What follows belongs to an exercise in optimizing a design on an open flow for small area and a short achievable clock period; a production flow would make more cautious choices. Power and IR drop assume default switching activity.

Setup of run A:
## swire_decoder
module swire_decoder (
    input  wire        clk,
    input  wire        rst,
    input  wire        sv,
    input  wire        din,
    input  wire        eos,
    input  wire [31:0] cfg_sample_rate,
    input  wire [31:0] cfg_bit_rate,
    input  wire [1:0]  cfg_address_bytes,
    input  wire [31:0] cfg_trig_wait,
    output reg         bits_valid,
    output reg  [1:0]  bits_class,
    output reg         bits_value,
    output wire [31:0] bits_start,
    output wire [31:0] bits_end,
    output reg         bytes_valid,
    output wire [7:0]  bytes_value,
    output reg         bytes_has_cmd,
    output reg         bytes_cmd,
    output reg         bytes_framing_ok,
    output wire [31:0] bytes_start,
    output wire [31:0] bytes_end,
    output reg         master_valid,
    output reg  [2:0]  master_class,
    output reg  [2:0]  master_kind,
    output reg  [23:0] master_data,
    output reg  [31:0] master_start,
    output wire [31:0] master_end,
    output reg         slave_valid,
    output wire [7:0]  slave_value,
    output wire [31:0] slave_start,
    output wire [31:0] slave_end,
    output reg         txn_valid,
    output reg         txn_outcome,
    output wire [2:0]  txn_kind,
    output wire [23:0] txn_addr,
    output wire [1:0]  txn_addr_cnt,
    output wire [7:0]  txn_rw_id,
    output wire        txn_rwid_valid,
    output wire        txn_dir,
    output wire [15:0] txn_data_cnt,
    output wire [31:0] txn_start,
    output wire [31:0] txn_end,
    output wire [3:0]  state,
    output reg         shape,
    output reg         txn_open,
    output wire [3:0]  cnt,
    output wire        done
);
Size: roughly 3500 cells after synthesis, ~550 I/O pins, about 32000 µm² of cells after synthesis.
==> flow/config.mk <==
export PLATFORM = sky130hd
export DESIGN_NAME = swire_decoder
export DESIGN_NICKNAME = swire_decoder
export VERILOG_FILES = /design/flow/design.v
export SDC_FILE = /design/flow/constraint.sdc
export NUM_CORES = 4
export LEC_CHECK = 0
export CAP_MARGIN = 20
export CORE_MARGIN = 2
export CORE_UTILIZATION = 40
export SLEW_MARGIN = 20
==> flow/constraint.sdc <==
create_clock -name core_clock -period 18.0 [get_ports {clk}]
set_input_delay 3.6000 -clock core_clock [delete_from_list [all_inputs] [get_ports {clk}]]
set_output_delay 3.6000 -clock core_clock [all_outputs]
set_load 0.01 [all_outputs]
standard.sh (not shown) runs the stock make flow with config.mk's settings and CLKGATE_MAP_FILE= SYNTH_SCRIPT=/design/flow/synth_recipe.tcl, a recipe that flattens the netlist after the stock synthesis.
==> flow/flow/run.sh <==
#!/bin/bash
# The standard layout (the standard.sh), with two changes to how it is
# made: the port buffers are buf_1 cells instead of ORFS's default delay
# buffers, and ORFS's own repair_timing steps aim for extra setup slack.
set -euo pipefail
cd "$(dirname "$0")/.."
export BUFFER_PORTS_ARGS="-buffer_cell sky130_fd_sc_hd__buf_1"
export SETUP_SLACK_MARGIN=12
bash standard.sh > orfs_make.log 2>&1
The inputs of run B differ from those of run A as listed below.
Settings: a change of CORE_UTILIZATION from 40 to 60; a change of SLEW_MARGIN from 20 to 80; an added CTS_BUF_LIST of sky130_fd_sc_hd__clkbuf_4 sky130_fd_sc_hd__clkbuf_8; a change of CAP_MARGIN from 20 to 80.
==> flow/run.sh (new file) <==
#!/bin/bash
# synth_recipe.tcl (not shown) runs the flow's synth.tcl, then flattens the netlist and writes it again
# the make line also repeats each setting of config.mk as NAME=value (left out here)
make -C /OpenROAD-flow-scripts/flow DESIGN_CONFIG=/design/flow/config.mk WORK_HOME=/design/flow/orfs CLKGATE_MAP_FILE= SYNTH_SCRIPT=/design/flow/synth_recipe.tcl finish
removed: flow/flow/run.sh
removed: flow/standard.sh
## What came out
Diff run A and run B: pin count of the biggest net entering global routing higher in run A
The number of gates on the worst path with buffers counted reported for run B is greater than that of run A by 11.
The overall power in run B was higher than what run A gave.
Summary: with run A as the reference, number of nets in the finished design in run B moved up by a few percent.
Of run A and run B, run B shows the higher number of buffers outside the clock class in the layout, with run A below it.
[compare] base=run A new=run B: synthesis-to-finish area growth saw an increase; fraction of met1 tracks used by global routing went up; cell count of the worst reg-to-reg path went down by 2.
What run C does differently from run B at the input level:
Settings: swapping 60 for 40 in CORE_UTILIZATION; swapping 80 for 20 in SLEW_MARGIN; clearing CTS_BUF_LIST, which used to be sky130_fd_sc_hd__clkbuf_4 sky130_fd_sc_hd__clkbuf_8; swapping 80 for 20 in CAP_MARGIN.
==> flow/flow/run.sh (new file) <==
#!/bin/bash
# The standard layout, with the port buffers made from buf_1 cells instead of
# ORFS's default delay buffers. Everything else is the standard.sh.
set -euo pipefail
cd "$(dirname "$0")/.."
export BUFFER_PORTS_ARGS="-buffer_cell sky130_fd_sc_hd__buf_1"
bash standard.sh > orfs_make.log 2>&1
==> flow/standard.sh (new file) <==
#!/bin/bash
# synth_recipe.tcl (not shown) runs the flow's synth.tcl, then flattens the netlist and writes it again
# the make line also repeats each setting of config.mk as NAME=value (left out here)
make -C /OpenROAD-flow-scripts/flow DESIGN_CONFIG=/design/flow/config.mk WORK_HOME=/design/flow/orfs CLKGATE_MAP_FILE= SYNTH_SCRIPT=/design/flow/synth_recipe.tcl "${@:-finish}"
removed: flow/run.sh
--- outcome ---
Library cell contributing the largest single delay on the critical path = nand2_1: run C; library cell contributing the largest single delay on the critical path = clkdlybuf4s50_1: run B
For the global-route wire length before repair, run C came in about 6% lower than run B did.
Run C gives less number of CTS-inserted buffers than run B did.
Per-cell via count in the routed design is lower on run C
The following lists how run D was set up differently from run C:
==> flow/run.sh (new file) <==
#!/bin/bash
# synth_recipe.tcl (not shown) runs the flow's synth.tcl, then flattens the netlist and writes it again
# the make line also repeats each setting of config.mk as NAME=value (left out here)
make -C /OpenROAD-flow-scripts/flow DESIGN_CONFIG=/design/flow/config.mk WORK_HOME=/design/flow/orfs CLKGATE_MAP_FILE= SYNTH_SCRIPT=/design/flow/synth_recipe.tcl finish
removed: flow/flow/run.sh
removed: flow/standard.sh
[summary]
Relative to run C, the maximum number of pins on one net before global-route repair measured on run D has increased by a few percent. The core of run D is more densely filled than that of run C. Register fraction of the total cell area in run D vs run C: down 2.5 points. Delta (run D minus run C): clock-buffer cell count went up by 12, initial antenna violation count went down by 5, register-to-register path setup slack went down by 0.13 ns. On cell count, run C and run D are basically level.
Function was not checked in any run of this note: the RTL went through the layout flow alone.

-- what the ideal ports hide --
In the flow no input, the clock included, has a driving cell. The finished layouts below were timed again as built, in two steps. Step 1: set_driving_cell puts a clkbuf_16 on clk and a buf_2 on each other input, an assumption about the parent block. Step 2 times the ports against the registers' clock, not the clock port: input delays grow and output delays shrink by t, the midpoint of the rising clock arrivals with the driver on. a / b / c = ideal / step 1 / step 2; a / b = the first two.
| run | t, ns | setup WS [ns] | worst register clock-pin slew, ns | worst data-port slew with drivers (ns) | cell pins on the clock port's net |
|---|---|---|---|---|---|
| run A | 0.695 | 12.165 / 12.190 / 11.495 | 0.07 / 0.07 | 0.13 | 1 |
| run B | 0.749 | 11.004 / 11.004 / 11.004 | 0.07 / 0.07 | 0.08 | 1 |
| run C | 0.691 | 11.527 / 11.545 / 10.855 | 0.07 / 0.07 | 0.13 | 1 |
| run D | 0.694 | 11.453 / 11.462 / 10.804 | 0.07 / 0.07 | 0.14 | 1 |
After both steps every run listed still meets setup and hold. The setup slack of run C, which loses most, moves by +0.018 ns with the drivers and by -0.672 ns with both steps.
